What follows belongs to an exercise in optimizing a design on an open flow for small area, a short achievable clock period and few clock cycles; a production flow would make more cautious choices.
RTL that was checked went through simulation tests only; none was proved equivalent to the original.
For runs 1, 2, 5 and 6, only the layout was checked, not whether the RTL still works.
No activity file was given, so power comes from the tool's default toggle rates.

## design.v

```verilog
module pm25_codec (
    input  wire         clk,
    input  wire         rst,         
    input  wire         req_valid,
    input  wire [31:0]  req_word,
    input  wire [5:0]   req_nops,    
    input  wire [255:0] req_ops,     
    output wire         busy,
    input  wire         rx_valid,
    input  wire [1:0]   rx_kind,     
    input  wire [7:0]   rx_byte,
    output wire         rx_ready,
    output reg  [2:0]   st,
    output reg  [1:0]   rop,
    output wire [7:0]   nrx,
    output reg          len_vld,
    output wire [15:0]  lenf_r,
    output reg          lmatch,
    output reg          csc_vld,
    output wire [15:0]  csc,
    output reg          csr_vld,
    output reg  [15:0]  csr,
    output wire [5:0]   flen,
    output wire [255:0] fbuf,
    output reg          cbuf_vld,
    output wire [55:0]  cbuf
);
    localparam [2:0] ST_OK      = 3'd0,
                     ST_TIMEOUT = 3'd1,
                     ST_LENMIS  = 3'd2,
                     ST_CSUM    = 3'd3,
                     ST_TERR    = 3'd4,
                     ST_ILLEGAL = 3'd6,
                     ST_NONE    = 3'd7;
    reg         s_h0, s_h1, s_lh, s_ll, s_bd, s_vs, s_vc;
    reg         busy_r;      
    reg         busy_o;      
    reg         busy_n;      
    reg         rxr;         
    reg         pol;         
    reg  [5:0]  tg;          
    reg  [5:0]  idx;         
    reg         fsy;         
    reg         fsyn;        
    reg  [6:0]  cnt;         
    reg  [12:0] acc;         
    reg         cscz;        
    reg  [239:0] fb;         
    reg  [23:0] cbd;         
    reg  [9:0]  cck;         
    reg         cv1, cv0;    
    reg  [255:0] vsr;        
    assign busy     = busy_o;
    assign rx_ready = rxr;
    assign nrx      = {busy_n, cnt};
    assign flen     = idx;
    assign csc      = {cscz, cscz, cscz, acc};
    assign fbuf[7:0]   = {fsyn, fsy, fsyn, fsyn, fsyn, fsyn, fsy, fsyn};   
    assign fbuf[15:8]  = {fsyn, fsy, fsyn, fsyn, fsy, fsy, fsyn, fsy};     
    assign fbuf[255:16] = fb;
    assign lenf_r = {fb[7:0], fb[15:8]};
    assign cbuf[7:0]   = {cv0, cv1, cv0, cv0, cv0, cv0, cv1, cv0};         
    assign cbuf[15:8]  = {cv0, cv1, cv0, cv0, cv1, cv1, cv0, cv1};         
    assign cbuf[39:16] = cbd;
    assign cbuf[47:40] = {cv0, cv0, cv0, cv0, cv0, cv0, cck[9:8]};
    assign cbuf[55:48] = cck[7:0];
    wire [3:0]  w_op    = req_word[3:0];
    wire [7:0]  w_arg8  = req_word[15:8];
    wire [15:0] w_arg16 = req_word[31:16];
    wire sync_ok = (w_op == 4'h1) && (req_word[7:5] == 3'b000) &&
                   (w_arg16 == 16'h0000) && (w_arg8 >= 8'd6) && (w_arg8 <= 8'd32);
    wire enc_ok  = (w_op == 4'h2) && (req_word[7:4] == 4'h0);
    wire ver_ok  = (w_op == 4'h3) && (req_word[7:4] == 4'h0) &&
                   (w_arg16 == 16'h0000) && (w_arg8 >= 8'd2) && (w_arg8 <= 8'd32) &&
                   ({2'b00, req_nops} == w_arg8);
    wire [9:0]  enc_sum = 10'h08F + {2'b00, w_arg8} + {2'b00, w_arg16[15:8]} +
                          {2'b00, w_arg16[7:0]};
    wire take = req_valid && !busy_r;
    wire        fire  = rx_valid && rxr;
    wire        isb   = (rx_kind == 2'd0);
    wire        istmo = (rx_kind == 2'd1);
    wire        b42   = (rx_byte == 8'h42);
    wire        b4d   = (rx_byte == 8'h4D);
    wire        at2e  = (cnt == {tg, 1'b0});    
    wire        at2e1 = (cnt == {tg, 1'b1});    
    wire        hunt  = s_h0 || s_h1;
    wire        stor  = s_lh || s_ll || s_bd;   
    wire [5:0]  em4   = tg - 6'd4;
    wire        hi0   = (fb[7:0] == 8'h00);
    wire        lm    = hi0 && (rx_byte == {2'b00, em4});
    wire        lless = hi0 && (rx_byte < {2'b00, em4});
    wire [5:0]  tnew  = lless ? (rx_byte[5:0] + 6'd4) : tg;
    wire        lastb = s_bd && (idx + 6'd1 == tg);
    wire        lastl = s_ll && pol && hi0 && (rx_byte == 8'h00);
    wire        ckhi  = (acc[12:8] == csr[4:0]) && (csr[7:5] == 3'd0);
    wire        ckok  = ckhi && (rx_byte == acc[7:0]);
    wire [7:0]  v0 = (tg >= 6'd3) ? vsr[7:0]   : 8'd0;
    wire [7:0]  v1 = (tg >= 6'd4) ? vsr[15:8]  : 8'd0;
    wire [7:0]  v2 = (tg >= 6'd5) ? vsr[23:16] : 8'd0;
    wire [7:0]  v3 = (tg >= 6'd6) ? vsr[31:24] : 8'd0;
    wire [12:0] vacc = acc + {5'd0, v0} + {5'd0, v1} + {5'd0, v2} + {5'd0, v3};
    wire        vlast = (tg <= 6'd6);
    reg  [15:0] vcsr;
    always @(*) begin
        case (tg[2:0])
            3'd2:    vcsr = {vsr[7:0],   vsr[15:8]};
            3'd3:    vcsr = {vsr[15:8],  vsr[23:16]};
            3'd4:    vcsr = {vsr[23:16], vsr[31:24]};
            3'd5:    vcsr = {vsr[31:24], vsr[39:32]};
            default: vcsr = {vsr[39:32], vsr[47:40]};
        endcase
    end
    always @(posedge clk) begin
        if (rst) begin
            {s_h0, s_h1, s_lh, s_ll, s_bd, s_vs, s_vc} <= 7'd0;
            busy_r <= 1'b0;
            busy_o <= 1'b0;
            busy_n <= 1'b0;
            rxr    <= 1'b0;
            st       <= ST_NONE;
            rop      <= 2'd0;
            cnt      <= 7'd0;
            idx      <= 6'd0;
            fsy      <= 1'b0;
            fsyn     <= 1'b1;
            len_vld  <= 1'b0;
            csc_vld  <= 1'b0;
            cscz     <= 1'b1;
            csr_vld  <= 1'b0;
            cbuf_vld <= 1'b0;
            cv1      <= 1'b0;
            cv0      <= 1'b1;
        end else if (take) begin
            len_vld <= 1'b0;
            csc_vld <= 1'b0;
            cscz    <= 1'b1;
            csr_vld <= 1'b0;
            cnt     <= 7'd0;
            if (sync_ok) begin
                s_h0   <= 1'b1;
                busy_r <= 1'b1;
                busy_o <= 1'b1;
                busy_n <= 1'b1;
                rxr    <= 1'b1;
                idx    <= 6'd0;
                fsy    <= 1'b0;
                fsyn   <= 1'b1;
            end else if (enc_ok) begin
                cbuf_vld <= 1'b1;
                cv1      <= 1'b1;
                cv0      <= 1'b0;
                csc_vld  <= 1'b1;
                cscz     <= 1'b0;
                st       <= ST_OK;
                rop      <= 2'd2;
            end else if (ver_ok) begin
                s_vs   <= 1'b1;
                busy_r <= 1'b1;
                busy_o <= 1'b1;
                busy_n <= 1'b1;
            end else begin
                st  <= ST_ILLEGAL;
                rop <= 2'd0;
            end
        end else if (s_vs) begin
            if (vlast) begin
                s_vs <= 1'b0;
                s_vc <= 1'b1;
            end
        end else if (s_vc) begin
            {s_h0, s_h1, s_lh, s_ll, s_bd, s_vs, s_vc} <= 7'd0;
            busy_r <= 1'b0;
            busy_o <= 1'b0;
            busy_n <= 1'b0;
            rxr    <= 1'b0;
            csc_vld <= 1'b1;
            cscz    <= 1'b0;
            csr_vld <= 1'b1;
            st      <= ({3'd0, acc} == csr) ? ST_OK : ST_CSUM;
            rop     <= 2'd3;
        end else if (fire) begin
            cnt <= cnt + 7'd1;
            if (!isb) begin
                {s_h0, s_h1, s_lh, s_ll, s_bd, s_vs, s_vc} <= 7'd0;
                busy_r <= 1'b0;
                busy_o <= 1'b0;
                busy_n <= 1'b0;
                rxr    <= 1'b0;
                st  <= istmo ? ST_TIMEOUT : ST_TERR;
                rop <= 2'd1;
            end else begin
                if (stor)
                    idx <= idx + 6'd1;
                if (s_h0) begin
                    if (b42) begin
                        s_h0 <= 1'b0;
                        s_h1 <= 1'b1;
                    end else if (at2e) begin
                        {s_h0, s_h1, s_lh, s_ll, s_bd, s_vs, s_vc} <= 7'd0;
                        busy_r <= 1'b0;
                        busy_o <= 1'b0;
                        busy_n <= 1'b0;
                        rxr    <= 1'b0;
                        st  <= ST_TIMEOUT;
                        rop <= 2'd1;
                    end
                end
                if (s_h1) begin
                    if (b4d) begin
                        s_h1 <= 1'b0;
                        s_lh <= 1'b1;
                        idx  <= 6'd2;
                        fsy  <= 1'b1;
                        fsyn <= 1'b0;
                    end else if (at2e1 || (!b42 && at2e)) begin
                        {s_h0, s_h1, s_lh, s_ll, s_bd, s_vs, s_vc} <= 7'd0;
                        busy_r <= 1'b0;
                        busy_o <= 1'b0;
                        busy_n <= 1'b0;
                        rxr    <= 1'b0;
                        st  <= ST_TIMEOUT;
                        rop <= 2'd1;
                    end else if (!b42) begin
                        s_h1 <= 1'b0;
                        s_h0 <= 1'b1;
                    end
                end
                if (s_lh) begin
                    s_lh <= 1'b0;
                    s_ll <= 1'b1;
                end
                if (s_ll) begin
                    len_vld <= 1'b1;
                    s_ll    <= 1'b0;
                    if (!pol && !lm) begin
                        {s_h0, s_h1, s_lh, s_ll, s_bd, s_vs, s_vc} <= 7'd0;
                        busy_r <= 1'b0;
                        busy_o <= 1'b0;
                        busy_n <= 1'b0;
                        rxr    <= 1'b0;
                        st  <= ST_LENMIS;
                        rop <= 2'd1;
                    end else if (!lastl) begin
                        s_bd <= 1'b1;
                    end
                end
                if (lastb || lastl) begin
                    {s_h0, s_h1, s_lh, s_ll, s_bd, s_vs, s_vc} <= 7'd0;
                    busy_r <= 1'b0;
                    busy_o <= 1'b0;
                    busy_n <= 1'b0;
                    rxr    <= 1'b0;
                    csc_vld <= 1'b1;
                    cscz    <= 1'b0;
                    csr_vld <= 1'b1;
                    st      <= ckok ? ST_OK : ST_CSUM;
                    rop     <= 2'd1;
                end
            end
        end
    end
    always @(posedge clk) begin
        if (take) begin
            tg  <= w_arg8[5:0];
            pol <= req_word[4];
            acc <= (w_op[1] && !w_op[0]) ? {3'd0, enc_sum} : 13'd0;
        end else if (s_vs) begin
            tg  <= tg - 6'd4;
            acc <= vacc;
            csr <= vcsr;
        end else if (fire) begin
            csr <= {csr[7:0], rx_byte};
            if (hunt)
                acc <= 13'h042;
            else if (stor && !lastb)
                acc <= acc + {5'd0, csr[7:0]};
            if (s_ll && pol)
                tg <= tnew;
        end
        if (s_ll && fire)
            lmatch <= lm;
    end
    always @(posedge clk) begin
        if (take && enc_ok) begin
            cbd <= {w_arg16[7:0], w_arg16[15:8], w_arg8};
            cck <= enc_sum;
        end
    end
    genvar g;
    generate
        for (g = 2; g < 32; g = g + 1) begin : g_fb
            always @(posedge clk)
                if (stor && idx[4:0] == g)
                    fb[8*g-9:8*g-16] <= rx_byte;
        end
    endgenerate
    always @(posedge clk) begin
        vsr[255:224] <= req_ops[255:224];
        if (s_vs)
            vsr[223:0] <= vsr[255:32];
        else
            vsr[223:0] <= req_ops[223:0];
    end
endmodule
```

## constraint.sdc

```tcl
create_clock -name core_clock -period 10.0 [get_ports {clk}]
set_input_delay 2.0000 -clock core_clock [delete_from_list [all_inputs] [get_ports {clk}]]
set_output_delay 2.0000 -clock core_clock [all_outputs]
set_load 0.01 [all_outputs]
```

## run.sh

```bash
#!/bin/bash
# synth_recipe.tcl (not shown) runs the flow's synth.tcl, then flattens the netlist and writes it again
# the make line also repeats each setting of config.mk as NAME=value (left out here)
make -C /OpenROAD-flow-scripts/flow DESIGN_CONFIG=/design/flow/config.mk WORK_HOME=/design/flow/orfs CLKGATE_MAP_FILE= SYNTH_SCRIPT=/design/flow/synth_recipe.tcl finish
```

## config.mk

```make
export PLATFORM = sky130hd
export DESIGN_NAME = pm25_codec
export DESIGN_NICKNAME = pm25_codec
export VERILOG_FILES = /design/flow/design.v
export SDC_FILE = /design/flow/constraint.sdc
export NUM_CORES = 4
export LEC_CHECK = 0
export CAP_MARGIN = 35
export CORE_MARGIN = 2
export CORE_UTILIZATION = 30
export SLEW_MARGIN = 20
```

==> impl_metrics.tcl, run 1 <==
set metrics [dict create \
    cts_max_path_buffers 3 \
    yosysMostFrequentCell "edfxtp_1" \
    ys_seq_area_frac 0.640 \
    io_buffer_count 693 \
    internal-power_mw 4.99 \
    die_h_um 285 \
    path_max_fanout 34 \
    whs_path_depth 1 \
    io_pins 694 \
    nFillCells 7197 \
    fmaxAchievable_mhz 175 \
    synth_nets 2130 \
    pwr-share-clk 0.394 \
    grt_pass1_vias 16500 \
    worst-slew-pin-transition_ps 1160 \
    drtIter0Drc 1113 \
    cts_tree "done" \
    clk_pin_slew_ps 60 \
    r2r_end "acc[11]$_SDFFCE_PP0P_" \
    final_hold_viol_count 0 \
    fp-row-count 103 \
    cts_max_level 3 \
    worst_ep_required_time_ps 10440 \
    synthDistinctLibCells 74 \
    timing.rr.start "tg[0]$_DFFE_PP_" \
    combPwrFrac 0.193 \
    switchingPower_mw 1.86 \
    clock_sinks 604 \
    hold_class "reg -> reg" \
    p_leak_nw 12.5 \
    finalPower_mw 6.85 \
    final.setup.tns_ps 0 \
    vias 16400 \
    syn_area_mm2 0.0237 \
    max_cap_violations 0 \
    antenna_found_initial 19 \
    start_util 0.302 \
    die_w_um 285 \
    path_class "reg -> reg" \
    cts_root_buf "clkbuf_16" \
    ctsHoldBuffers 0 \
    numCtsBuffers 70 \
    cp.arrival_ps 6140 \
    yosys_register_bits 604 \
    drive_above_1_share 0.165 \
    critPathLaunchType "flip-flop" \
    slew_viol_final 0 \
    hold_end "vsr[116]$_DFF_P_" \
    dpl.hpwl_mm 59.7 \
    status "complete, no violations" \
    core-area_mm2 0.0786 \
    area_delta_synth_final_pct 43.3 \
    seq_power_share 0.413 \
    max-slew-margin-rel 0.227 \
    finalSetupViolations 0 \
    p_sw_frac 0.272 \
    cts_setup_buffers 0 \
    synth_flop_cell "edfxtp_1" \
    crit_path_end_kind "flip-flop" \
    synthTopCellsByArea "edfxtp_1 (39%), dfxtp_1 (25%), mux2_2 (11%), ha_1 (3.0%), fa_1 (2.7%)" \
    antenna_left 0 \
    holdCritStartpoint "vsr[148]$_DFF_P_" \
    dieArea_mm2 0.0814 \
    num-nets-final 2805 \
    insertion_delay_ps 620 \
    fin_skew_ps 29.6 \
    grt_pass1_wl_mm 112 \
    synth.avg_cell_area_um2 13.7 \
    fin_crit_ps 5700 \
    synth_commonest_cells "edfxtp_1 (311), dfxtp_1 (293), mux2_2 (224), nor2_1 (104), inv_1 (87)" \
    finalCritPeriodShare 0.570 \
    reg2regPathDepth 17 \
    synth_top_area_cell "edfxtp_1" \
    synth-edff-count 311 \
    routedWlPerCell_um 22.3 \
    grt_overflow 0 \
    drt-vias-per-instance 4.67 \
    reg2reg_slack_ps 4300 \
    synthCells 1733 \
    grt_usage 0.187 \
    drc 0 \
    postRouteWirelength_mm 78.4 \
    gp_congestion 0.878 \
    grt_max_degree 167 \
    postCtsResizedCells 0 \
    rsz0062_at_grt "false" \
    drtPass1Iterations 5 \
    synth-async-reset-ratio 0 \
    powerDensity_mw_per_mm2 201 \
    yosys_warnings 1 \
    ir_drop_mv 0.143 \
    synth_top_cell_area_share 0.393 \
]
-- worst max path at each step --
stage	start	endpoint	slack (ps)	depth (start not counted)
finish	tg[0]$_DFFE_PP_	acc[11]$_SDFFCE_PP0P_	4300	17
global placement	req_word[9]	acc[9]$_DFFE_PP_	4180	14
CTS	tg[0]$_DFFE_PP_	acc[11]$_SDFFCE_PP0P_	4400	17
global route	tg[0]$_DFFE_PP_	acc[11]$_SDFFCE_PP0P_	4020	17
detailed placement	req_word[9]	acc[9]$_DFFE_PP_	4120	14
floorplan	tg[1]$_DFFE_PP_	acc[11]$_SDFFCE_PP0P_	5060	18
-- kinds of logic after synthesis --
kind of cell               Yosys count  share of synthesized area
adders and majority gates           89                     0.0570
xor gates and xnor gates            72                     0.0269
AOI/OAI and AO/OA                  211                     0.0609
buffers and inverters              213                     0.0432
and+or+nand+nor                    317                     0.0641
muxes                              227                      0.108
DFF                                604                      0.640
-- final cells by class --
| class | count | area (um2) | area share |
|---|---|---|---|
| timing repair buffer | 727 | 7160 | 0.210 |
| inverter | 89 | 334 | 0.00982 |
| clock inverter | 42 | 552 | 0.0162 |
| antenna | 4 | 10.0 | 0.000294 |
| sequential | 604 | 15200 | 0.447 |
| tap | 1050 | 1310 | 0.0386 |
| clock buffer | 87 | 1910 | 0.0561 |
| multi-input combinational | 916 | 7540 | 0.222 |
-- critical path, stage by stage, from the launching register on --
cell	delay, ps
edfxtp_1	320
buf_4	340
inv_1	230
o211ai_1	710
nand2_1	220
fa_1	530
fa_1	540
inv_1	60
fa_1	490
ha_1	250
fa_1	430
a21o_1	190
a21oi_1	220
a2bb2oi_1	320
a211oi_1	110
o21ai_0	220
a31o_2	180
a2bb2oi_1	180
-- per-stage QoR --
stage               std cells  instance area [um2]   util  hold slack (ps)  setup WS [ps]
finish                   3519                34000  0.433              445           4300
global route             3516                34000  0.433              460           4020
CTS                      3509                34000  0.432              445           4400
detailed placement       3380                31500  0.401              438           4120
global placement         3373                31500  0.400              437           4180
floorplan                1733                23700      -              433           5060
-- power by group through the flow --
stage | sequential (mW) | combinational (mW) | clock, mW
3_3_place_gp | 2.88 | 1.30 | 0
3_5_place_dp | 2.88 | 1.31 | 0
5_1_grt | 2.84 | 1.45 | 2.88
6_report | 2.83 | 1.32 | 2.70
4_1_cts | 2.83 | 1.32 | 2.78
2_1_floorplan | 2.83 | 0.844 | 0
-- per-layer routing --
layer / wire length (um) / track usage / part of all wire
met4: 2900 / 0.0759 / 0.037
met1: 28900 / 0.207 / 0.37
met2: 39200 / 0.327 / 0.50
met5: 215 / 0 / 0.0027
met3: 7240 / 0.0644 / 0.092
-- cell usage in the layout, fill, tap and decap left out, types with 57 or more instances in the layout --
cell and n:
nor2_1 104, ha_1 57, dfxtp_1 292, nand2_1 69, inv_1 87, clkdlybuf4s50_1 686, a21oi_1 61, edfxtp_1 311
clkbuf_16 72, mux2_2 224
-- state kept, by name (all words and copies together) (netlist names), 2 cells and up --
signal,cells
cbd,24
acc,13
idx,6
csr,16
tg,6
cnt,7
vsr,256
fb,240
cck,10
st,3
rop,2
==> run 2: changes to the inputs <==
==> flow/run.sh (new file) <==
#!/bin/bash
# Standard layout, with the smallest buffer on every input and output port.
set -euo pipefail
export BUFFER_PORTS_ARGS="-buffer_cell sky130_fd_sc_hd__buf_1"
bash standard.sh > standard.log 2>&1
==> standard.sh (new file) <==
#!/bin/bash
# synth_recipe.tcl (not shown) runs the flow's synth.tcl, then flattens the netlist and writes it again
# the make line also repeats each setting of config.mk as NAME=value (left out here)
make -C /OpenROAD-flow-scripts/flow DESIGN_CONFIG=/design/flow/config.mk WORK_HOME=/design/flow/orfs CLKGATE_MAP_FILE= SYNTH_SCRIPT=/design/flow/synth_recipe.tcl "${@:-finish}"
--- a/config.mk
+++ b/config.mk
@@ -6,6 +6,8 @@
 export NUM_CORES = 4
 export LEC_CHECK = 0
+export ABC_CLOCK_PERIOD_IN_PS = 3000
 export CAP_MARGIN = 35
 export CORE_MARGIN = 2
 export CORE_UTILIZATION = 30
+export SETUP_SLACK_MARGIN = 5
 export SLEW_MARGIN = 20
removed: run.sh
==> run 2 against run 1 <==
Total power shrank 2.4%. Critical path depth rose by 2. Largest cell class unchanged. Clock skew shrank 3.5 ps. Flip-flop and latch count stayed put. Sequential share of layout area is 6.2 points higher. Register-to-register slack better by 860 ps. Non-clock buffer count grew 16. Maximum frequency increased by 18%. Area after synthesis unchanged. Clock power fell by 4%. Wire length down 5.1%. Sequential power about the same.
==> impl_metrics.tcl, run 2 <==
set metrics [dict create \
    io_buffer_count 693 \
    synth_adder_area_share 0.0570 \
    cts_tree "done" \
    path_max_fanout 5 \
    clk_pin_slew_ps 60 \
    fin_skew_ps 26.1 \
    placedCellCount 3386 \
    yosysMostFrequentCell "edfxtp_1" \
    drtPass1Iterations 5 \
    clock_sinks 604 \
    ys_seq_area_frac 0.640 \
    status "complete, no violations" \
    hold_class "reg -> reg" \
    synthDistinctLibCells 74 \
    dpl-instance-area_mm2 0.0273 \
    vias 16300 \
    crit_path_end_kind "flip-flop" \
    synthCells 1733 \
    grt_pass1_vias 15600 \
    dieArea_mm2 0.0814 \
    design_area_mm2 0.0299 \
    area_delta_synth_final_pct 25.8 \
    antenna_found_initial 19 \
    p_leak_nw 10.6 \
    synth-edff-count 311 \
    internal-power_mw 4.86 \
    fp-row-count 103 \
    synth_commonest_cells "edfxtp_1 (311), dfxtp_1 (293), mux2_2 (224), nor2_1 (104), inv_1 (87)" \
    combPwrFrac 0.188 \
    rsz0062_at_grt "false" \
    cts_root_buf "clkbuf_16" \
    fin_crit_ps 4840 \
    num-nets-final 2819 \
    syn_area_mm2 0.0237 \
    io_pins 694 \
    finalSetupViolations 0 \
    seq_power_share 0.423 \
    pwr-share-clk 0.389 \
    final_common_cell "buf_1" \
    top_register "vsr" \
    max-slew-margin-rel 0.373 \
    gp_congestion 0.874 \
    insertion_delay_ps 610 \
    cts_max_path_buffers 3 \
    max_cap_violations 0 \
    final.setup.tns_ps 0 \
    cts_max_level 3 \
    synth_flop_cell "edfxtp_1" \
    fin_cells 3528 \
    grt_max_degree 68 \
    core-area_mm2 0.0786 \
    yosys_warnings 1 \
    cp.arrival_ps 5170 \
    synthXorXnorAreaFrac 0.0269 \
    antenna_left 0 \
    synthTopCellsByArea "edfxtp_1 (39%), dfxtp_1 (25%), mux2_2 (11%), ha_1 (3.0%), fa_1 (2.7%)" \
    postRouteWirelength_mm 74.4 \
    routedWlPerCell_um 21.1 \
    synth_simple_gate_area_frac 0.0641 \
    final_hold_viol_count 0 \
    powerDensity_mw_per_mm2 224 \
    drive_above_1_share 0.174 \
    synth.avg_cell_area_um2 13.7 \
    grt_pass1_wl_mm 105 \
    die_h_um 285 \
    mostFrequentLayoutCells "buf_1 (684), edfxtp_1 (311), dfxtp_1 (292)" \
    drc 0 \
    whs_ps 445 \
    synth-async-reset-ratio 0 \
    numCtsBuffers 68 \
    fmaxAchievable_mhz 207 \
    synth_top_cell_area_share 0.393 \
    yosys_register_bits 604 \
    worst_ep_required_time_ps 10330 \
    die_w_um 285 \
    grt_usage 0.176 \
    grt_overflow 0 \
    start_util 0.302 \
    finalCritPeriodShare 0.484 \
    synth_top_area_cell "edfxtp_1" \
    worst-slew-pin-transition_ps 937 \
    reg.largest.list "vsr x256, fb x240, cbd x24" \
    ctsHoldBuffers 0 \
    slew_viol_final 0 \
    ir_drop_mv 0.143 \
    drtIter0Drc 1016 \
    switchingPower_mw 1.83 \
    synth_top_family_by_area "multiplexers" \
    critPathLaunchType "flip-flop" \
    drt-vias-per-instance 4.61 \
    dpl.hpwl_mm 56.1 \
    largest_reg_flops 256 \
    synth-compound-area-share 0.0609 \
    synth_mux_area_frac 0.108 \
    p_sw_frac 0.273 \
    nFillCells 7609 \
    path_class "reg -> reg" \
    synth_nets 2130 \
]
run 2: cell counts after synthesis:
Identical to the previous run, type by type.
run 2: area by class of cell:
type / count / area, um2 / share of cell area
sequential: 604 / 15200 / 0.509
timing repair buffer: 743 / 3030 / 0.102
inverter: 89 / 334 / 0.0112
multi-input combinational: 916 / 7630 / 0.255
clock buffer: 85 / 1840 / 0.0615
clock inverter: 38 / 505 / 0.0169
antenna: 3 / 7.51 / 0.000251
tap: 1050 / 1310 / 0.0440
run 2: what timing repair did:
action | in CTS | in global routing
gates resized for setup | 5 | 15
setup endpoints to repair | 7 | 7
endpoints found under the hold margin | 0 | 0
pin swaps | 1 | 9
buffers inserted | 8 | 3
run 2: logic make-up (layout without fill, tap and decap cells):
family	after synthesis	in the layout
AO/OA/AOI/OAI	211	211
XOR/XNOR	72	72
adder cells (fa/ha/maj)	89	89
buffers and inverters	213	955
flip-flops	604	604
multiplexers	227	227
other	0	3
AND/OR/NAND/NOR	317	317
run 2: worst max-delay path, cell delays in order (launching register included):
cell	delay [ps]
edfxtp_1	480
buf_4	160
nand2_2	100
o311ai_4	360
buf_6	150
nand2_1	60
fa_1	490
inv_1	60
fa_1	540
inv_1	60
fa_1	550
inv_1	80
ha_1	290
a21o_1	200
a211oi_2	240
o21ai_2	100
a31o_2	260
a21oi_2	150
xor2_1	160
o22ai_1	90
run 2: routing by layer:
layer,GRT usage,share of wire
met1,0.200,0.37
met2,0.303,0.50
met3,0.0638,0.098
met4,0.0649,0.033
met5,0,0.0024
run 2: worst paths after layout:
check                    from                    end  cells after the start  slack (ps)
min          vsr[161]$_DFF_P_       vsr[129]$_DFF_P_                      1         450
max           tg[2]$_DFFE_PP_  acc[10]$_SDFFCE_PP0P_                     19        5160
max reg2reg   tg[2]$_DFFE_PP_  acc[10]$_SDFFCE_PP0P_                     19        5160
min reg2reg  vsr[161]$_DFF_P_       vsr[129]$_DFF_P_                      1         450
run 2: power by group through the flow:
stage	combinational (mW)	sequential, mW	clock, mW
floorplan	0.844	2.83	0
global placement	1.13	2.89	0
detailed placement	1.16	2.88	0
CTS	1.19	2.83	2.67
global route	1.42	2.83	2.76
finish	1.26	2.83	2.60
run 2: stage by stage:
stage	total power [mW]	setup WS, ps	utilization
floorplan	3.67	5060	-
global placement	4.02	4190	0.346
detailed placement	4.04	4460	0.347
CTS	6.69	5030	0.378
global route	7.01	5020	0.380
finish	6.68	5160	0.380
==> run 3: changes to the inputs <==
--- a/design.v
+++ b/design.v
@@ -33,5 +33,5 @@
                      ST_ILLEGAL = 3'd6,
                      ST_NONE    = 3'd7;
-    reg         s_h0, s_h1, s_lh, s_ll, s_bd, s_vs, s_vc;
+    reg         s_h0, s_h1, s_lh, s_ll, s_bd, s_vs, s_vc, s_en;
     reg         busy_r;      
     reg         busy_o;      
@@ -51,4 +51,7 @@
     reg         cv1, cv0;    
     reg  [255:0] vsr;        
+    reg  [3:0]  vm;          
+    reg         vl;          
+    reg  [9:0]  vs;          
     assign busy     = busy_o;
     assign rx_ready = rxr;
@@ -74,6 +77,6 @@
                    (w_arg16 == 16'h0000) && (w_arg8 >= 8'd2) && (w_arg8 <= 8'd32) &&
                    ({2'b00, req_nops} == w_arg8);
-    wire [9:0]  enc_sum = 10'h08F + {2'b00, w_arg8} + {2'b00, w_arg16[15:8]} +
-                          {2'b00, w_arg16[7:0]};
+    wire [9:0]  enc_sum = 10'h08F + {2'b00, cbd[7:0]} + {2'b00, cbd[15:8]} +
+                          {2'b00, cbd[23:16]};
     wire take = req_valid && !busy_r;
     wire        fire  = rx_valid && rxr;
@@ -95,10 +98,10 @@
     wire        ckhi  = (acc[12:8] == csr[4:0]) && (csr[7:5] == 3'd0);
     wire        ckok  = ckhi && (rx_byte == acc[7:0]);
-    wire [7:0]  v0 = (tg >= 6'd3) ? vsr[7:0]   : 8'd0;
-    wire [7:0]  v1 = (tg >= 6'd4) ? vsr[15:8]  : 8'd0;
-    wire [7:0]  v2 = (tg >= 6'd5) ? vsr[23:16] : 8'd0;
-    wire [7:0]  v3 = (tg >= 6'd6) ? vsr[31:24] : 8'd0;
-    wire [12:0] vacc = acc + {5'd0, v0} + {5'd0, v1} + {5'd0, v2} + {5'd0, v3};
-    wire        vlast = (tg <= 6'd6);
+    wire [7:0]  v0 = vm[0] ? vsr[7:0]   : 8'd0;
+    wire [7:0]  v1 = vm[1] ? vsr[15:8]  : 8'd0;
+    wire [7:0]  v2 = vm[2] ? vsr[23:16] : 8'd0;
+    wire [7:0]  v3 = vm[3] ? vsr[31:24] : 8'd0;
+    wire [9:0]  vsum = ({1'b0, v0} + {1'b0, v1}) + ({1'b0, v2} + {1'b0, v3});
+    wire [12:0] vacc = acc + {3'd0, vs};
     reg  [15:0] vcsr;
     always @(*) begin
@@ -113,5 +116,5 @@
     always @(posedge clk) begin
         if (rst) begin
-            {s_h0, s_h1, s_lh, s_ll, s_bd, s_vs, s_vc} <= 7'd0;
+            {s_h0, s_h1, s_lh, s_ll, s_bd, s_vs, s_vc, s_en} <= 8'd0;
             busy_r <= 1'b0;
             busy_o <= 1'b0;
@@ -147,11 +150,8 @@
                 fsyn   <= 1'b1;
             end else if (enc_ok) begin
-                cbuf_vld <= 1'b1;
-                cv1      <= 1'b1;
-                cv0      <= 1'b0;
-                csc_vld  <= 1'b1;
-                cscz     <= 1'b0;
-                st       <= ST_OK;
-                rop      <= 2'd2;
+                s_en   <= 1'b1;
+                busy_r <= 1'b1;
+                busy_o <= 1'b1;
+                busy_n <= 1'b1;
             end else if (ver_ok) begin
                 s_vs   <= 1'b1;
@@ -163,11 +163,23 @@
                 rop <= 2'd0;
             end
+        end else if (s_en) begin
+            {s_h0, s_h1, s_lh, s_ll, s_bd, s_vs, s_vc, s_en} <= 8'd0;
+            busy_r   <= 1'b0;
+            busy_o   <= 1'b0;
+            busy_n   <= 1'b0;
+            cbuf_vld <= 1'b1;
+            cv1      <= 1'b1;
+            cv0      <= 1'b0;
+            csc_vld  <= 1'b1;
+            cscz     <= 1'b0;
+            st       <= ST_OK;
+            rop      <= 2'd2;
         end else if (s_vs) begin
-            if (vlast) begin
+            if (vl) begin
                 s_vs <= 1'b0;
                 s_vc <= 1'b1;
             end
         end else if (s_vc) begin
-            {s_h0, s_h1, s_lh, s_ll, s_bd, s_vs, s_vc} <= 7'd0;
+            {s_h0, s_h1, s_lh, s_ll, s_bd, s_vs, s_vc, s_en} <= 8'd0;
             busy_r <= 1'b0;
             busy_o <= 1'b0;
@@ -177,10 +189,10 @@
             cscz    <= 1'b0;
             csr_vld <= 1'b1;
-            st      <= ({3'd0, acc} == csr) ? ST_OK : ST_CSUM;
+            st      <= ({3'd0, vacc} == csr) ? ST_OK : ST_CSUM;
             rop     <= 2'd3;
         end else if (fire) begin
             cnt <= cnt + 7'd1;
             if (!isb) begin
-                {s_h0, s_h1, s_lh, s_ll, s_bd, s_vs, s_vc} <= 7'd0;
+                {s_h0, s_h1, s_lh, s_ll, s_bd, s_vs, s_vc, s_en} <= 8'd0;
                 busy_r <= 1'b0;
                 busy_o <= 1'b0;
@@ -197,5 +209,5 @@
                         s_h1 <= 1'b1;
                     end else if (at2e) begin
-                        {s_h0, s_h1, s_lh, s_ll, s_bd, s_vs, s_vc} <= 7'd0;
+                        {s_h0, s_h1, s_lh, s_ll, s_bd, s_vs, s_vc, s_en} <= 8'd0;
                         busy_r <= 1'b0;
                         busy_o <= 1'b0;
@@ -214,5 +226,5 @@
                         fsyn <= 1'b0;
                     end else if (at2e1 || (!b42 && at2e)) begin
-                        {s_h0, s_h1, s_lh, s_ll, s_bd, s_vs, s_vc} <= 7'd0;
+                        {s_h0, s_h1, s_lh, s_ll, s_bd, s_vs, s_vc, s_en} <= 8'd0;
                         busy_r <= 1'b0;
                         busy_o <= 1'b0;
@@ -234,5 +246,5 @@
                     s_ll    <= 1'b0;
                     if (!pol && !lm) begin
-                        {s_h0, s_h1, s_lh, s_ll, s_bd, s_vs, s_vc} <= 7'd0;
+                        {s_h0, s_h1, s_lh, s_ll, s_bd, s_vs, s_vc, s_en} <= 8'd0;
                         busy_r <= 1'b0;
                         busy_o <= 1'b0;
@@ -246,5 +258,5 @@
                 end
                 if (lastb || lastl) begin
-                    {s_h0, s_h1, s_lh, s_ll, s_bd, s_vs, s_vc} <= 7'd0;
+                    {s_h0, s_h1, s_lh, s_ll, s_bd, s_vs, s_vc, s_en} <= 8'd0;
                     busy_r <= 1'b0;
                     busy_o <= 1'b0;
@@ -264,9 +276,19 @@
             tg  <= w_arg8[5:0];
             pol <= req_word[4];
-            acc <= (w_op[1] && !w_op[0]) ? {3'd0, enc_sum} : 13'd0;
-        end else if (s_vs) begin
+            acc <= 13'd0;
+            vs  <= 10'd0;
+            vm  <= {w_arg8[5:0] >= 6'd6, w_arg8[5:0] >= 6'd5,
+                    w_arg8[5:0] >= 6'd4, w_arg8[5:0] >= 6'd3};
+            vl  <= (w_arg8[5:0] <= 6'd6);
+        end else if (s_en) begin
+            acc <= {3'd0, enc_sum};
+        end else if (s_vs || s_vc) begin
             tg  <= tg - 6'd4;
             acc <= vacc;
-            csr <= vcsr;
+            vs  <= vsum;
+            vm  <= {tg >= 6'd10, tg >= 6'd9, tg >= 6'd8, tg >= 6'd7};
+            vl  <= (tg <= 6'd10);
+            if (s_vs)
+                csr <= vcsr;
         end else if (fire) begin
             csr <= {csr[7:0], rx_byte};
@@ -282,8 +304,8 @@
     end
     always @(posedge clk) begin
-        if (take && enc_ok) begin
+        if (take && enc_ok)
             cbd <= {w_arg16[7:0], w_arg16[15:8], w_arg8};
+        if (s_en)
             cck <= enc_sum;
-        end
     end
     genvar g;
==> run 3 against run 2 <==
Highest routed layer unchanged. Still clean on timing, DRC and antenna. Count of clock-buffer cells in the layout is 8 lower. Maximum frequency is 23% higher. Sequential share of layout area is 1.1 points lower.
==> impl_metrics.tcl, run 3 <==
set metrics [dict create \
    fmaxAchievable_mhz 255 \
    vias 17700 \
    largest_reg_flops 256 \
    placedCellCount 3602 \
    insertion_delay_ps 630 \
    ctsHoldBuffers 0 \
    hold_class "reg -> reg" \
    synth.avg_cell_area_um2 13.0 \
    final.setup.tns_ps 0 \
    postRouteWirelength_mm 84.4 \
    finalSetupViolations 0 \
    seq_power_share 0.482 \
    synth_flop_cell "dfxtp_1" \
    numCtsBuffers 67 \
    powerDensity_mw_per_mm2 185 \
    fin_ws_ps 6080 \
    pre_cts_slack_ps 5360 \
    reg2regPathDepth 14 \
    worst-slew-pin-transition_ps 915 \
    post-route-util 0.372 \
    drive_above_1_share 0.158 \
    pwr-share-clk 0.442 \
    start_util 0.302 \
    whs_path_depth 1 \
    fp-row-count 106 \
    clk_pin_slew_ps 60 \
    num-nets-final 2993 \
    path_class "in -> reg" \
    max_cap_violations 0 \
    synth-edff-count 303 \
    io_pins 694 \
    cts_max_level 3 \
    fin_crit_ps 3920 \
    postCtsResizedCells 0 \
    dieArea_mm2 0.0863 \
    synth_top_cell_area_share 0.361 \
    ys_seq_area_frac 0.613 \
    critPathLaunchType "input pin" \
    fin_skew_ps 41.2 \
    combPwrFrac 0.076 \
    synth-async-reset-ratio 0 \
    cts_max_path_buffers 3 \
    internal-power_mw 4.33 \
    gp_congestion 0.926 \
    area_delta_synth_final_pct 23.2 \
    synthDistinctLibCells 90 \
    io_buffer_count 693 \
    synthCells 1938 \
    synthTopCellsByArea "edfxtp_1 (36%), dfxtp_1 (25%), mux2_2 (10%), ha_1 (3.2%), fa_1 (2.1%)" \
    synth_top_area_cell "edfxtp_1" \
    cts_root_buf "clkbuf_16" \
    grt_overflow 0 \
    crit_path_end_kind "flip-flop" \
    mostFrequentLayoutCells "buf_1 (685), dfxtp_1 (316), edfxtp_1 (303)" \
    p_leak_nw 10.9 \
    dpl.hpwl_mm 64.9 \
    final_common_cell "buf_1" \
    finalPower_mw 5.74 \
    yosys_register_bits 620 \
    p_sw_frac 0.246 \
    drtIter0Drc 1151 \
    synth_commonest_cells "dfxtp_1 (317), edfxtp_1 (303), mux2_2 (225), nor2_1 (112), nand2_1 (111)" \
    worst_ep_required_time_ps 10260 \
    slew_viol_final 0 \
    synth_nets 2336 \
    grt_max_degree 70 \
    die_w_um 294 \
    yosys_warnings 1 \
    die_h_um 294 \
    cts_tree "done" \
    antenna_left 0 \
    max-slew-margin-rel 0.388 \
    rsz0062_at_grt "false" \
    antenna_found_initial 12 \
    grt_pass1_wl_mm 119 \
    reg.largest.list "vsr x256, fb x240, cbd x24" \
    grt_usage 0.190 \
    drtPass1Iterations 5 \
    syn_area_mm2 0.0252 \
    path_max_fanout 34 \
    drt-vias-per-instance 4.74 \
    drc 0 \
    routedWlPerCell_um 22.7 \
    cts_setup_buffers 0 \
    cp.arrival_ps 4180 \
    grt_pass1_vias 17300 \
    clock_sinks 620 \
    core-area_mm2 0.0834 \
    status "complete, no violations" \
    top_register "vsr" \
    yosysMostFrequentCell "dfxtp_1" \
    finalCritPeriodShare 0.392 \
    ir_drop_mv 0.145 \
    fin_cells 3728 \
    switchingPower_mw 1.41 \
    final_hold_viol_count 0 \
]
run 3: cell count changes after synthesis, moves of 15 or more:
cell / previous run / this run
mux2i_1: 3 / 21
o21ai_0: 33 / 57
nand2_1: 69 / 111
dfxtp_1: 293 / 317
nand3_1: 16 / 31
a211oi_1: 4 / 24
run 3: logic make-up (layout without fill, tap and decap cells):
family / count (synthesis) / in the layout / share of synthesized area
buffers and inverters: 217 / 925 / 0.0422
xor gates and xnor gates: 76 / 76 / 0.0270
DFF: 620 / 620 / 0.613
and+or+nand+nor: 402 / 402 / 0.0786
adders and majority gates: 90 / 90 / 0.0525
other: 0 / 2 / 0
muxes: 246 / 246 / 0.109
AOI/OAI and AO/OA: 287 / 287 / 0.0777
run 3: routing by layer:
metal	part of all wire	up-vias	track usage
met5	0.00060	-	0
met4	0.042	8	0.0781
met3	0.071	153	0.0471
met2	0.52	789	0.351
met1	0.37	8448	0.206
li1	-	8290	-
run 3: area by class of cell:
class                      instances  area [um2]
timing repair buffer             730        2930
sequential                       620       15400
clock buffer                      77        1790
clock inverter                    43         507
antenna                            2        5.00
tap                             1080        1350
multi-input combinational       1101        8720
fill                            8219       52400
inverter                          75         282
run 3: power groups by stage:
| stage | combinational [mW] | clock (mW) | sequential, mW |
|---|---|---|---|
| floorplan | 0.265 | 0 | 2.80 |
| finish | 0.435 | 2.54 | 2.77 |
| detailed placement | 0.433 | 0 | 2.83 |
| global placement | 0.428 | 0 | 2.83 |
| CTS | 0.436 | 2.61 | 2.77 |
| global route | 0.485 | 2.70 | 2.78 |
run 3: worst paths after layout:
check | start | to | slack (ps)
worst max-delay path | rx_byte[1] | tg[2]$_DFFE_PP_ | 6080
worst max register to register | vm[0]$_DFFE_PP_ | vs[7]$_SDFFE_PP0P_ | 6200
worst min-delay path | vsr[93]$_DFF_P_ | vsr[61]$_DFF_P_ | 440
worst min register to register | vsr[93]$_DFF_P_ | vsr[61]$_DFF_P_ | 440
run 3: worst max-delay path, cell delays in order:
cell and delay (ps):
clkbuf_2 80, buf_4 410, ha_1 340, nor2b_1 130, o21ai_0 150, nand2b_1 70, a21oi_1 150, nor2_1 50
o31a_1 310, o21ai_0 460
run 3: stage by stage:
step	hold slack, ps	cell area [um2]
floorplan	432	25200
global placement	437	28600
detailed placement	439	28700
CTS	440	31000
global route	451	31000
finish	438	31000
Testbench counts of run 3, summed over its fixed seeds: cycles 28,075.
==> run 4: changes to the inputs <==
==> flow/run.sh (replaced) <==
#!/bin/bash
set -euo pipefail
export BUFFER_PORTS_ARGS="-buffer_cell sky130_fd_sc_hd__buf_1"
export SETUP_SLACK_MARGIN=6.6
bash standard.sh > standard.log 2>&1
--- a/config.mk
+++ b/config.mk
@@ -9,5 +9,4 @@
 export CAP_MARGIN = 35
 export CORE_MARGIN = 2
-export CORE_UTILIZATION = 30
-export SETUP_SLACK_MARGIN = 5
+export CORE_UTILIZATION = 50
 export SLEW_MARGIN = 20
==> run 4 against run 3 <==
Die area fell by 40%. Count of clock-buffer cells in the layout unchanged. Worst hold slack better by 8.6 ps. Sequential power about the same. Synthesized cell count unchanged. Largest cell class unchanged. Critical path type is now reg -> reg. Setup slack improved by 460 ps. Maximum frequency grew 13%. Wire length rose by 11%. Critical path depth rose by 5.
==> impl_metrics.tcl, run 4 <==
set metrics [dict create \
    worst-slew-pin-transition_ps 895 \
    pre_cts_slack_ps 5400 \
    clock_sinks 620 \
    final_common_cell "buf_1" \
    io_buffer_count 693 \
    cp.arrival_ps 4030 \
    final.setup.tns_ps 0 \
    cts_tree "done" \
    dpl.hpwl_mm 68.5 \
    grt_pass1_vias 18300 \
    antenna_left 0 \
    largest_reg_flops 256 \
    grt_max_degree 64 \
    post-route-util 0.638 \
    finalPower_mw 5.52 \
    cp_slowest_stage_delay_ps 540 \
    p_leak_nw 11.5 \
    synth.avg_cell_area_um2 13.0 \
    die_w_um 228 \
    critPathLaunchType "flip-flop" \
    max-slew-margin-rel 0.400 \
    top_register "vsr" \
    postRouteWirelength_mm 93.5 \
    max_cap_violations 0 \
    timing.rr.start "vm[0]$_DFFE_PP_" \
    area_delta_synth_final_pct 26.5 \
    crit_path_end_kind "flip-flop" \
    routedWlPerCell_um 27.5 \
    synth_commonest_cells "dfxtp_1 (317), edfxtp_1 (303), mux2_2 (225), nor2_1 (112), nand2_1 (111)" \
    num-nets-final 3065 \
    rsz0062_at_grt "true" \
    fin_skew_ps 23.9 \
    crit_slowest_cell "fa_1" \
    dpl-instance-area_mm2 0.0283 \
    drtIter0Drc 1760 \
    synth_top_area_cell "edfxtp_1" \
    grt_usage 0.346 \
    ctsHoldBuffers 0 \
    numCtsBuffers 61 \
    cts_max_level 2 \
    whs_path_depth 2 \
    drive_above_1_share 0.208 \
    dieArea_mm2 0.0522 \
    die_h_um 228 \
    holdCritStartpoint "csc_vld$_SDFFE_PP0P_" \
    finalSetupViolations 0 \
    drtPass1Iterations 5 \
    reg.largest.list "vsr x256, fb x240, cbd x24" \
    finalCritPeriodShare 0.346 \
    synth-async-reset-ratio 0 \
    synth_nets 2336 \
    design_area_mm2 0.0319 \
    clk_pin_slew_ps 60 \
    powerDensity_mw_per_mm2 173 \
    fp-row-count 82 \
    slew_viol_final 0 \
    gp_congestion 0.926 \
    yosys_register_bits 620 \
    final_hold_viol_count 0 \
    synthCells 1938 \
    reg2reg_slack_ps 6540 \
    syn_area_mm2 0.0252 \
    hold_end "csc_vld$_SDFFE_PP0P_" \
    fin_crit_ps 3460 \
    yosysMostFrequentCell "dfxtp_1" \
    hold_class "reg -> reg" \
    drt-vias-per-instance 5.58 \
    status "complete, no violations" \
    mostFrequentLayoutCells "buf_1 (668), edfxtp_1 (303), dfxtp_1 (301)" \
    ir_drop_mv 0.144 \
    fmaxAchievable_mhz 289 \
    path_max_fanout 6 \
    grt_overflow 0 \
    antenna_found_initial 22 \
    grt_pass1_wl_mm 130 \
    synthDistinctLibCells 90 \
    worst_ep_required_time_ps 10580 \
    yosys_warnings 1 \
    reg2regPathDepth 15 \
    synth_flop_cell "dfxtp_1" \
    start_util 0.504 \
    cts_root_buf "clkbuf_16" \
    whs_ps 447 \
    cts_max_path_buffers 3 \
    synthTopCellsByArea "edfxtp_1 (36%), dfxtp_1 (25%), mux2_2 (10%), ha_1 (3.2%), fa_1 (2.1%)" \
    synth-edff-count 303 \
    insertion_delay_ps 640 \
    fin_ws_ps 6540 \
    r2r_end "vs[7]$_SDFFE_PP0P_" \
    drc 0 \
    vias 19000 \
    ys_seq_area_frac 0.613 \
    io_pins 694 \
    core-area_mm2 0.0500 \
    cp_cell_sequence "buf_6, nand2_2, fa_1, inv_1, fa_1, ha_2, inv_1, fa_2, nor2b_1, o21ai_1, a21boi_2, o21ai_1, nor3b_1, or3_1, a21oi_2" \
    placedCellCount 3190 \
    path_class "reg -> reg" \
    fin_cells 3395 \
    synth_top_cell_area_share 0.361 \
]
[run 4: timing repair]
action                                  in CTS  in global routing
endpoints found under the setup margin     132                 67
cloned                                       6                  2
buffers inserted                            60                 13
gates resized for setup                     94                 83
pin swaps                                   24                 33
hold endpoints to repair                     0                  0
[run 4: area by class of cell]
type	count	area [um2]
fill	4084	18100
sequential	620	15500
multi-input combinational	1101	9210
timing repair buffer	808	4090
clock buffer	77	1640
tap	672	841
clock inverter	36	307
inverter	75	285
antenna	6	15.0
[run 4: routing by layer]
metal,up-vias,share of wire,global-route usage
met5,-,0.0014,0
met4,18,0.043,0.124
met3,184,0.092,0.0928
met2,1022,0.49,0.593
met1,9289,0.37,0.421
li1,8437,-,-
[run 4: logic make-up after synthesis]
group / count (synthesis) / synth area share
adder cells (fa/ha/maj): 90 / 0.0525
XOR/XNOR: 76 / 0.0270
buffers and inverters: 217 / 0.0422
flip-flops: 620 / 0.613
multiplexers: 246 / 0.109
AO/OA/AOI/OAI: 287 / 0.0777
AND/OR/NAND/NOR: 402 / 0.0786
[run 4: critical path: cells and delay by family (launching register included)]
| family | cells | cell delay (ps) |
|---|---|---|
| fa+ha+maj | 4 | 1590 |
| simple gates | 4 | 700 |
| compound gates | 4 | 510 |
| flops | 1 | 350 |
| buf+inv | 3 | 240 |
[run 4: where the power goes]
part	internal, mW	switching (mW)	total (mW)	leakage (nW)
clock	1.26	0.985	2.25	0.943
combinational	0.225	0.279	0.504	5.16
sequential	2.73	0.0430	2.77	5.38
[run 4: worst max-delay path by stage]
stage	startpoint	to	slack, ps	cells past startpoint
4_1_cts	vm[0]$_DFFE_PP_	vs[7]$_SDFFE_PP0P_	6550	15
3_3_place_gp	rx_byte[7]	st[0]$_SDFFE_PP1P_	5360	8
5_1_grt	vm[0]$_DFFE_PP_	vs[7]$_SDFFE_PP0P_	6420	15
2_1_floorplan	rx_byte[4]	st[0]$_SDFFE_PP1P_	6290	7
6_report	vm[0]$_DFFE_PP_	vs[7]$_SDFFE_PP0P_	6540	15
3_5_place_dp	req_word[0]	idx[5]$_SDFFE_PP0P_	5400	8
==> run 5: changes to the inputs <==
--- a/design.v
+++ b/design.v
@@ -53,5 +53,7 @@
     reg  [3:0]  vm;          
     reg         vl;          
-    reg  [9:0]  vs;          
+    reg  [8:0]  s01, s23;    
+    reg         tl;          
+    reg         lastr;       
     assign busy     = busy_o;
     assign rx_ready = rxr;
@@ -93,6 +95,6 @@
     wire        lm    = hi0 && (rx_byte == {2'b00, em4});
     wire        lless = hi0 && (rx_byte < {2'b00, em4});
-    wire [5:0]  tnew  = lless ? (rx_byte[5:0] + 6'd4) : tg;
-    wire        lastb = s_bd && (idx + 6'd1 == tg);
+    wire [5:0]  tbody = tl ? (fb[13:8] + 6'd4) : tg;
+    wire        lastb = s_bd && lastr;
     wire        lastl = s_ll && pol && hi0 && (rx_byte == 8'h00);
     wire        ckhi  = (acc[12:8] == csr[4:0]) && (csr[7:5] == 3'd0);
@@ -102,6 +104,11 @@
     wire [7:0]  v2 = vm[2] ? vsr[23:16] : 8'd0;
     wire [7:0]  v3 = vm[3] ? vsr[31:24] : 8'd0;
-    wire [9:0]  vsum = ({1'b0, v0} + {1'b0, v1}) + ({1'b0, v2} + {1'b0, v3});
-    wire [12:0] vacc = acc + {3'd0, vs};
+    wire [12:0] vacc = acc + {4'd0, s01} + {4'd0, s23};
+    wire [15:0] q1 = {3'd0, acc}, q2 = {7'd0, s01}, q3 = {7'd0, s23};
+    wire [15:0] qs = q1 ^ q2 ^ q3;
+    wire [15:0] qc = {(q1[14:0] & q2[14:0]) | (q1[14:0] & q3[14:0]) | (q2[14:0] & q3[14:0]), 1'b0};
+    wire [15:0] qneed = qs ^ qc ^ csr;
+    wire [15:0] qgen  = (qs & qc) | ((qs | qc) & ~csr);
+    wire        veq   = (qneed == {qgen[14:0], 1'b0});
     reg  [15:0] vcsr;
     always @(*) begin
@@ -189,5 +196,5 @@
             cscz    <= 1'b0;
             csr_vld <= 1'b1;
-            st      <= ({3'd0, vacc} == csr) ? ST_OK : ST_CSUM;
+            st      <= veq ? ST_OK : ST_CSUM;
             rop     <= 2'd3;
         end else if (fire) begin
@@ -277,5 +284,6 @@
             pol <= req_word[4];
             acc <= 13'd0;
-            vs  <= 10'd0;
+            s01 <= 9'd0;
+            s23 <= 9'd0;
             vm  <= {w_arg8[5:0] >= 6'd6, w_arg8[5:0] >= 6'd5,
                     w_arg8[5:0] >= 6'd4, w_arg8[5:0] >= 6'd3};
@@ -286,5 +294,6 @@
             tg  <= tg - 6'd4;
             acc <= vacc;
-            vs  <= vsum;
+            s01 <= {1'b0, v0} + {1'b0, v1};
+            s23 <= {1'b0, v2} + {1'b0, v3};
             vm  <= {tg >= 6'd10, tg >= 6'd9, tg >= 6'd8, tg >= 6'd7};
             vl  <= (tg <= 6'd10);
@@ -297,7 +306,13 @@
             else if (stor && !lastb)
                 acc <= acc + {5'd0, csr[7:0]};
-            if (s_ll && pol)
-                tg <= tnew;
         end
+        if (s_bd)
+            tg <= tbody;
+        if (fire && s_ll) begin
+            tl    <= pol && lless;
+            lastr <= pol && hi0 && (rx_byte == 8'h01);
+        end
+        if (fire && s_bd)
+            lastr <= (idx + 6'd2 == tbody);
         if (s_ll && fire)
             lmatch <= lm;
==> run 5 against run 4 <==
Highest routed layer unchanged. Total power rose by 1.2%. Still clean. Final area fell by 0.37%. Critical path depth down 4.
==> impl_metrics.tcl, run 5 <==
set metrics [dict create \
    finalPower_mw 5.59 \
    post-route-util 0.621 \
    max_cap_violations 0 \
    ir_drop_mv 0.143 \
    fin_cells 3416 \
    synthTopCellsByArea "edfxtp_1 (36%), dfxtp_1 (25%), mux2_2 (9.9%), ha_1 (3.6%), fa_1 (2.3%)" \
    cts_tree "done" \
    die_w_um 231 \
    postRouteWirelength_mm 78.6 \
    slew_viol_final 0 \
    dieArea_mm2 0.0532 \
    final_hold_viol_count 0 \
    hold_class "reg -> reg" \
    worst-slew-pin-transition_ps 850 \
    antenna_left 0 \
    pre_cts_slack_ps 5340 \
    fin_skew_ps 21.7 \
    placedCellCount 3247 \
    path_class "in -> reg" \
    dpl.hpwl_mm 58.5 \
    grt_overflow 0 \
    nFillCells 4242 \
    die_h_um 231 \
    drive_above_1_share 0.180 \
    drc 0 \
    seqCellArea_mm2 0.0157 \
    top_register "vsr" \
    fp-row-count 83 \
    rsz0062_at_grt "true" \
    fin_crit_ps 3490 \
    insertion_delay_ps 600 \
    area_delta_synth_final_pct 23.5 \
    grt_max_degree 71 \
    fmaxAchievable_mhz 286 \
    yosys_register_bits 630 \
    cp.arrival_ps 3960 \
    dpl-instance-area_mm2 0.0287 \
    whs_ps 448 \
    drt-vias-per-instance 5.29 \
    final_common_cell "buf_1" \
    drtPass1Iterations 5 \
    synth_flop_cell "dfxtp_1" \
    finalSetupViolations 0 \
    crit_path_end_kind "flip-flop" \
    cts_max_path_buffers 3 \
    gp_congestion 0.928 \
    io_pins 694 \
    synth.avg_cell_area_um2 13.0 \
    antenna_found_initial 10 \
    design_area_mm2 0.0317 \
    critPathLaunchType "input pin" \
    p_leak_nw 11.5 \
    numCtsBuffers 67 \
    yosysMostFrequentCell "dfxtp_1" \
    ctsHoldBuffers 0 \
    grt_usage 0.284 \
    routedWlPerCell_um 23.0 \
    num-nets-final 3091 \
    max-slew-margin-rel 0.433 \
    reg.largest.list "vsr x256, fb x240, cbd x24" \
    cts_root_buf "clkbuf_16" \
    ys_seq_area_frac 0.610 \
    io_buffer_count 693 \
    grt_pass1_wl_mm 111 \
    clk_pin_slew_ps 60 \
    powerDensity_mw_per_mm2 176 \
    clock_sinks 630 \
    yosys_warnings 1 \
    vias 18100 \
    synth_top_cell_area_share 0.356 \
    synth_nets 2393 \
    synth-edff-count 305 \
    final.setup.tns_ps 0 \
    status "complete, no violations" \
    largest_reg_flops 256 \
    core-area_mm2 0.0511 \
    synthDistinctLibCells 81 \
    multi_input_area_mm2 0.00933 \
    fin_ws_ps 6510 \
    synth-async-reset-ratio 0 \
    synth_top_area_cell "edfxtp_1" \
    finalCritPeriodShare 0.349 \
    path_max_fanout 4 \
    worst_ep_required_time_ps 10460 \
    grt_pass1_vias 17400 \
    cts_max_level 3 \
    mostFrequentLayoutCells "buf_1 (679), dfxtp_1 (311), edfxtp_1 (305)" \
    start_util 0.503 \
    syn_area_mm2 0.0257 \
    synth_commonest_cells "dfxtp_1 (325), edfxtp_1 (305), mux2_2 (226), nor2_1 (113), nand2_1 (101)" \
    drtIter0Drc 1294 \
    synthCells 1982 \
]
run 5: cell types whose count changed in the layout (fill, tap and decap cells not counted), sizes merged, moves of 13 or more:
cell and delta:
buf -45, inv +13, and2 +15, xor2 +14
clkbuf +14, mux2i +13, a221oi -18, o21ai +17
run 5: timing repair:
item,CTS,global route
cloned,3,2
pin swaps,9,28
setup endpoints to repair,81,54
gates resized for setup,48,57
setup buffers,16,20
run 5: final cells by class:
cell class | count | share of cell area
inverter | 83 | 0.00982
timing repair buffer | 762 | 0.107
antenna | 4 | 0.000315
tap | 680 | 0.0268
clock buffer | 88 | 0.0592
multi-input combinational | 1136 | 0.294
sequential | 630 | 0.494
clock inverter | 33 | 0.00911
run 5: kinds of logic (layout without fill, tap and decap cells):
logic type / after synthesis / in the layout / synth area share
other cells: 0 / 4 / 0
fa+ha+maj: 103 / 103 / 0.0589
mux: 260 / 260 / 0.112
flops: 630 / 630 / 0.610
xor+xnor: 87 / 87 / 0.0297
simple gates: 403 / 404 / 0.0781
compound gates: 282 / 282 / 0.0703
buf+inv: 217 / 966 / 0.0411
run 5: critical path: stages:
cell and delay (ps):
buf_8 100, buf_12 130, ha_4 270, nand4bb_4 140
nor4_4 310, nor3b_2 100, nor2_2 210, buf_4 170
o21ai_2 60, a311oi_1 320, o31ai_1 140
run 5: routing by layer:
metal  up-vias  routed length, um  global-route usage
met2       777              41000               0.519
li1       8475                  -                   -
met4        12               2790               0.111
met5         -                 80                   0
met3       144               5620              0.0644
met1      8652              29100               0.321
run 5: final timing paths:
path	start	to	slack, ps	cells after the start
setup reg to reg	tg[2]$_DFFE_PP_	st[1]$_SDFFE_PP1P_	6600	13
hold / removal	vsr[80]$_DFF_P_	vsr[48]$_DFF_P_	450	1
setup / recovery	rx_byte[5]	st[1]$_SDFFE_PP1P_	6510	11
hold reg to reg	vsr[80]$_DFF_P_	vsr[48]$_DFF_P_	450	1
run 5: power by group:
part	leakage (nW)	internal (mW)	switching [mW]	total, mW
sequential	5.47	2.77	0.0387	2.80
combinational	4.97	0.164	0.190	0.355
clock	1.06	1.42	1.01	2.43
total	11.5	4.35	1.24	5.59
==> run 6: changes to the inputs <==
==> flow/run.sh (replaced) <==
#!/bin/bash
set -euo pipefail
export BUFFER_PORTS_ARGS="-buffer_cell sky130_fd_sc_hd__buf_1"
export SETUP_SLACK_MARGIN=6.9
export CTS_ARGS="-sink_clustering_enable -repair_clock_nets -dont_use_dummy_load"
bash standard.sh > standard.log 2>&1
==> run 6 against run 5 <==
Non-clock buffer count grew 92. Critical endpoint is now rop[0]$_SDFFE_PP0P_. Sequential share of layout area shrank 2.3 points. Maximum frequency grew 2.1%. Clock power shrank 16%. Global-route usage grew 1.6 points. Synthesized cell count is the same. Still clean. Register-to-register slack gained 170 ps.
==> impl_metrics.tcl, run 6 <==
set metrics [dict create \
    fp-row-count 83 \
    hold_class "reg -> reg" \
    drc 0 \
    grt_usage 0.300 \
    vias 18600 \
    final_hold_viol_count 0 \
    finalCritPeriodShare 0.342 \
    worst_ep_required_time_ps 10470 \
    yosysMostFrequentCell "dfxtp_1" \
    path_class "in -> reg" \
    grt_overflow 0 \
    largest_reg_flops 256 \
    finalSetupViolations 0 \
    drt-vias-per-instance 5.39 \
    placedCellCount 3245 \
    max-slew-margin-rel 0.403 \
    die_w_um 231 \
    dpl.hpwl_mm 59.1 \
    final_common_cell "buf_1" \
    critPathLaunchType "input pin" \
    synth_flop_cell "dfxtp_1" \
    die_h_um 231 \
    grt_max_degree 78 \
    grt_pass1_wl_mm 117 \
    clk_pin_slew_ps 60 \
    drtIter0Drc 1116 \
    antenna_left 0 \
    io_buffer_count 693 \
    top_register "vsr" \
    synthDistinctLibCells 81 \
    postRouteWirelength_mm 82.5 \
    num-nets-final 3184 \
    synth_top_area_cell "edfxtp_1" \
    fin_skew_ps 45.0 \
    rsz0062_at_grt "true" \
    cts_max_path_buffers 3 \
    drtPass1Iterations 6 \
    grt_pass1_vias 18300 \
    clock_sinks 630 \
    fin_cells 3460 \
    status "complete, no violations" \
    cts_max_level 3 \
    io_pins 694 \
    synthTopCellsByArea "edfxtp_1 (36%), dfxtp_1 (25%), mux2_2 (9.9%), ha_1 (3.6%), fa_1 (2.3%)" \
    synth.avg_cell_area_um2 13.0 \
    numCtsBuffers 66 \
    syn_area_mm2 0.0257 \
    fmaxAchievable_mhz 293 \
    cts_tree "done" \
    fin_crit_ps 3420 \
    gp_congestion 0.910 \
    crit_path_end_kind "flip-flop" \
    synth_nets 2393 \
    path_max_fanout 8 \
    p_leak_nw 12.9 \
    reg.largest.list "vsr x256, fb x240, cbd x24" \
    routedWlPerCell_um 23.8 \
    final.setup.tns_ps 0 \
    synth-async-reset-ratio 0 \
    start_util 0.503 \
    synthCells 1982 \
    yosys_register_bits 630 \
    powerDensity_mw_per_mm2 156 \
    area_delta_synth_final_pct 30.3 \
    core-area_mm2 0.0511 \
    antenna_found_initial 13 \
    dieArea_mm2 0.0532 \
    worst-slew-pin-transition_ps 888 \
    mostFrequentLayoutCells "buf_1 (366), edfxtp_1 (305), dfxtp_1 (288)" \
    max_cap_violations 0 \
    ys_seq_area_frac 0.610 \
    slew_viol_final 0 \
    cts_root_buf "clkbuf_16" \
    pre_cts_slack_ps 5380 \
    drive_above_1_share 0.338 \
    synth_commonest_cells "dfxtp_1 (325), edfxtp_1 (305), mux2_2 (226), nor2_1 (113), nand2_1 (101)" \
    ir_drop_mv 0.167 \
    synth-edff-count 305 \
    fin_ws_ps 6580 \
    cp.arrival_ps 3880 \
    yosys_warnings 1 \
    insertion_delay_ps 610 \
    synth_top_cell_area_share 0.356 \
]
==> run 6: cell counts after synthesis <==
No cell type changed its count.
==> run 6: worst paths after layout <==
check                         from                  end  slack [ps]  cells after the start
setup / recovery       req_word[7]  rop[0]$_SDFFE_PP0P_        6580                      8
hold / removal    vsr[226]$_DFF_P_     vsr[194]$_DFF_P_         440                      1
setup reg to reg   tg[2]$_DFFE_PP_    s_h1$_SDFFE_PP0P_        6770                     11
hold reg to reg   vsr[226]$_DFF_P_     vsr[194]$_DFF_P_         440                      1
==> run 6: metal layers <==
layer / global-route usage / part of all wire / vias to the layer above
met1: 0.331 / 0.36 / 8967
met4: 0.143 / 0.049 / 10
met2: 0.549 / 0.53 / 835
met5: 0 / 0.00084 / -
met3: 0.0635 / 0.068 / 201
li1: - / - / 8623
==> run 6: metrics by stage <==
step	power, mW	hold WS (ps)	area (um2)	util
after floorplan	3.04	433	25900	-
after global placement	3.18	437	28700	0.562
after CTS	5.26	447	32500	0.637
after global routing	5.40	458	33500	0.655
final	5.23	445	33500	0.655
after detailed placement	3.19	438	28800	0.563
==> run 6: cells by family (layout without fill, tap and decap cells) <==
group | Yosys count | count (layout) | synth area share
AOI/OAI and AO/OA | 282 | 282 | 0.0703
xor gates and xnor gates | 87 | 87 | 0.0297
adders and majority gates | 103 | 103 | 0.0589
buffers and inverters | 217 | 1003 | 0.0411
DFF | 630 | 630 | 0.610
muxes | 260 | 260 | 0.112
other | 0 | 9 | 0
and+or+nand+nor | 403 | 406 | 0.0781
==> run 6: cell type report <==
type                       count  area (um2)
antenna                        9        22.5
inverter                      83         324
timing repair buffer         854        5200
multi-input combinational   1138        9640
clock buffer                  66        1650
fill                        4019       17600
sequential                   630       15800
tap                          680         851
==> run 6: worst max-delay path, stage by stage <==
cell	delay [ps]
buf_1	70
or3_4	400
or3b_4	390
or4_4	520
nand2_2	100
a22o_4	220
o21ba_4	150
nor3_2	30
==> run 6: where the power goes <==
part | leakage (nW) | switching [mW] | internal, mW
combinational | 6.63 | 0.201 | 0.179
clock | 0.813 | 0.896 | 1.16
sequential | 5.49 | 0.0371 | 2.76
total | 12.9 | 1.13 | 4.10
==> run 6: repair_timing <==
item                       CTS  global route
gates resized for setup    408           256
pin swaps                   35            37
buffers inserted            98            28
gates cloned                 8             1
hold buffers                 0             0
setup endpoints to repair  422           386

-- port drivers added, routing unchanged --
In the flow no input, the clock included, has a driving cell. The finished layouts below were timed again as built, in two steps.
Step 1 (the two cells are an assumption about what drives the block):
set clk [get_ports {clk}]
set_driving_cell -lib_cell sky130_fd_sc_hd__clkbuf_16 $clk
set_driving_cell -lib_cell sky130_fd_sc_hd__buf_2 [delete_from_list [all_inputs] $clk]
Step 2 times the ports against the registers' clock, not the clock port: input delays grow and output delays shrink by t, the midpoint of the rising clock arrivals with the driver on.
Slacks: ideal / step 1 / step 2; pairs: ideal / step 1.
run	shift t [ns]	setup WS [ns]	latest minus earliest clock arrival (ns)	worst data-port slew with drivers (ns)
run 1	0.665	4.301 / 4.301 / 4.065	0.032 / 0.031	0.09
run 2	0.657	5.163 / 5.163 / 4.630	0.034 / 0.034	0.11
run 3	0.671	6.083 / 6.118 / 5.447	0.044 / 0.044	0.13
run 4	0.692	6.545 / 6.544 / 5.905	0.025 / 0.026	0.18
run 5	0.652	6.508 / 6.517 / 5.865	0.024 / 0.024	0.16
run 6	0.639	6.581 / 6.603 / 5.964	0.057 / 0.057	0.17
After both steps every run listed still meets setup and hold. For run 5, which loses most, drivers alone change the setup slack by +0.009 ns; drivers and shift together by -0.643 ns.
